This design comes from an exercise in tuning for small area on the open sky130 flow, not from production work. Where RTL was checked, it was by simulation tests only, not by an equivalence proof against the original. Power and IR drop assume default switching activity.

## edge_capture_fsm
module edge_capture_fsm #(
    parameter integer TICKS_PER_US  = 1,
    parameter integer THRESHOLD_US  = 35,
    parameter integer CAPTURE_TICKS = 10000,
    parameter integer MAX_EDGES     = 83,
    parameter integer TS_W          = 32,
    parameter integer CW            = $clog2(MAX_EDGES + 1)
) (
    input  wire            clk,
    input  wire            rst,
    input  wire            start,
    input  wire            line_level,
    input  wire            line_err,
    input  wire [CW-1:0]   dbg_edge_idx,
    input  wire [CW-1:0]   dbg_bit_idx,
    output wire            busy,
    output wire [1:0]      phase,
    output wire [2:0]      status,
    output wire            have_reading,
    output wire            host_viol,
    output wire [7:0]      status_word,
    output wire [15:0]     humidity_x10,
    output wire [15:0]     temperature_x10,
    output wire            temp_sign,
    output wire [39:0]     frame,
    output wire [CW-1:0]   frame_offset,
    output wire [CW-1:0]   edge_count,
    output wire [CW-1:0]   bit_count,
    output wire [CW-1:0]   rejects,
    output wire [TS_W-1:0] elapsed,
    output wire            dbg_edge_valid,
    output wire [TS_W-1:0] dbg_edge_ts,
    output wire            dbg_edge_kind,
    output wire            dbg_bit_valid,
    output wire            dbg_bit
);
Size: about 2500 cells after synthesis, roughly 1000 flip-flops.
clock: 10.0 ns
lec_check: 0
cap_margin: 20
core_margin: 2
core_utilization: 50
slew_margin: 20
standard.sh (not shown) runs the stock make flow with config.mk's settings and CLKGATE_MAP_FILE= SYNTH_SCRIPT=/design/flow/synth_recipe.tcl, a recipe that flattens the netlist after the stock synthesis.
==> flow/flow/run.sh <==
#!/bin/bash
# The standard layout (standard.sh) with these changes:
#  - synthesis runs flow/synth.tcl: the standard synthesis script, with abc
#    using the area-oriented script flow/area.abc (registers are mapped
#    before abc, so they are the standard synthesis's);
#  - ports are buffered with buf_1 cells;
#  - clock tree synthesis uses clkbuf_8 cells, sink clusters of up to 16
#    flip-flops within 60 um, and no dummy loads.
# make's full output goes to flow_make.log in the work folder; ORFS keeps
# each step's own log under orfs/logs.
set -euo pipefail
W=$(pwd)
export AREA_ABC_SCRIPT="$W/flow/area.abc"
export BUFFER_PORTS_ARGS="-buffer_cell sky130_fd_sc_hd__buf_1"
export CTS_ARGS="-sink_clustering_enable -repair_clock_nets -dont_use_dummy_load -buf_list sky130_fd_sc_hd__clkbuf_8 -sink_clustering_size 16 -sink_clustering_max_diameter 60"
sed "s#SYNTH_SCRIPT=[^ ]*#SYNTH_SCRIPT=$W/flow/synth.tcl#" standard.sh > own_standard.sh
grep -q "SYNTH_SCRIPT=$W/flow/synth.tcl" own_standard.sh
bash own_standard.sh finish > flow_make.log 2>&1
==> flow/flow/area.abc <==
&get -n
&st
&syn2
&dch
&nf -R 1000 -p
&st
&dch
&nf -R 1000 -p
&put
==> flow/flow/synth.tcl <==
# The standard synthesis script (synth_recipe.tcl), with one change: abc maps
# the logic with flow/area.abc, an area-oriented script, in place of the
# flow's abc script. Registers are mapped before abc, so they are the
# standard synthesis's.
proc synth {args} { yosys synth -nofsm -noshare {*}$args }
proc abc {args} {
  set i [lsearch -exact $args -script]
  if {$i >= 0} { lset args [expr {$i+1}] $::env(AREA_ABC_SCRIPT) }
  yosys abc {*}$args
}
source $::env(SCRIPTS_DIR)/synth.tcl
# left out here: clear keep_hierarchy, flatten, clean up, hide names made inside functions, write 1_2_yosys.v
==> next run, changes <==
--- a/flow/design.v
+++ b/flow/design.v
@@ -99,17 +99,33 @@
     wire [7:0] b4 = window[7:0];
     wire [7:0] sum8  = b0 + b1 + b2 + b3;
     wire       ck_ok = (sum8 == b4);
     wire short_seq = (bit_cnt < FRAME_BITS);
     wire win_avail = (rejects_q == 2'd0) ||
                      (rejects_q == 2'd1 && bit_cnt == FRAME_BITS + 1);
+    reg [1:0] phase_nx;
+    always @(*) begin
+        phase_nx = phase_q;
+        case (phase_q)
+            PH_IDLE:     if (start) phase_nx = PH_CAPTURE;
+            PH_CAPTURE:  if (line_err) phase_nx = PH_IDLE;
+                         else if (cap_end) phase_nx = PH_CLASSIFY;
+            PH_CLASSIFY: if (!pair_avail) phase_nx = PH_DECODE;
+            PH_DECODE:   if (short_seq || !win_avail || ck_ok) phase_nx = PH_IDLE;
+        endcase
+    end
+    always @(posedge clk)
+        if (rst)
+            phase_q <= PH_IDLE;
+        else if (phase_nx != phase_q)
+            phase_q <= phase_nx;
     always @(posedge clk) begin
         if (rst) begin
-            phase_q        <= PH_IDLE;
             status_q       <= ST_NONE;
             elapsed_q      <= {ES_W{1'b0}};
+            last_level_q   <= 1'b0;
             edge_cnt_q     <= {CW{1'b0}};
             cnt_q          <= {CW{1'b0}};
             rejects_q      <= 2'd0;
             res_frame_q    <= 40'd0;
             res_off_q      <= 1'b0;
             have_reading_q <= 1'b0;
@@ -117,52 +133,44 @@
         end else begin
             if (start && phase_q != PH_IDLE)
                 host_viol_q <= 1'b1;
             case (phase_q)
                 PH_IDLE: begin
                     if (start) begin
-                        phase_q    <= PH_CAPTURE;
                         status_q   <= ST_BUSY;
                         elapsed_q  <= {ES_W{1'b0}};
                         edge_cnt_q <= {CW{1'b0}};
                         rejects_q  <= 2'd0;
                     end
                 end
                 PH_CAPTURE: begin
                     if (line_err) begin
-                        phase_q  <= PH_IDLE;
                         status_q <= ST_LINE_IO;
                         cnt_q    <= {CW{1'b0}};
                     end else begin
                         elapsed_q    <= elapsed_q + 1'b1;
                         last_level_q <= line_level;
                         edge_cnt_q   <= edge_cnt_nx;
                         if (cap_end) begin
-                            phase_q <= PH_CLASSIFY;
                             cnt_q   <= {CW{1'b0}};
                         end else if (cap_edge)
                             cnt_q <= 1;
                         else if (!pulse_long)
                             cnt_q <= cnt_q + 1'b1;
                     end
                 end
                 PH_CLASSIFY: begin
                     if (pair_avail)
                         cnt_q <= cls_next[CW-1:0];
-                    else
-                        phase_q <= PH_DECODE;
                 end
                 PH_DECODE: begin
                     if (short_seq) begin
-                        phase_q  <= PH_IDLE;
                         status_q <= ST_INSUF;
                     end else if (!win_avail) begin
-                        phase_q  <= PH_IDLE;
                         status_q <= ST_NO_FRAME;
                     end else if (ck_ok) begin
-                        phase_q        <= PH_IDLE;
                         status_q       <= ST_OK;
                         res_frame_q    <= window;
                         res_off_q      <= rejects_q[0];
                         have_reading_q <= 1'b1;
                     end else begin
                         rejects_q <= rejects_q + 1'b1;
=> The new run produced a clean layout; die area stays flat; first-iteration DRC count is higher by 2.4%; power fell by 4.9%; via count climbs by 0.97%; cell count barely changes; combinational power drops by 50%.
The RTL of the first run of this note was laid out without a check of its function.

-- afterwards: timing with drivers on the ports --
No port has a modelled driver above. Below, the same layouts with a new extraction and two added sets of constraints.
Step 1 assumes that a clkbuf_16 drives the clock port and a buf_2 every other input.
Step 2 moves the port delays by t, midway between the first and last clock arrival at a register: inputs arrive t later, outputs are due t later. That takes back most of the time a late clock gives input paths.
Three values: ideal, step 1, step 2; two values: the first two.
| run | shift t [ns] | setup WS [ns] | worst hold slack (ns) | worst data-port slew with drivers (ns) | pins driven straight from the clock port |
|---|---|---|---|---|---|
| the first run | 0.760 | 0.990 / 0.961 / 0.961 | 0.398 / 0.398 / 0.398 | 0.05 | 1 |
| the second run | 0.772 | 1.101 / 1.076 / 1.076 | 0.398 / 0.398 / 0.398 | 0.05 | 1 |
After both steps every run listed still meets setup and hold. The setup slack of the first run, which loses most, moves by -0.029 ns with the drivers and by -0.029 ns with both steps.
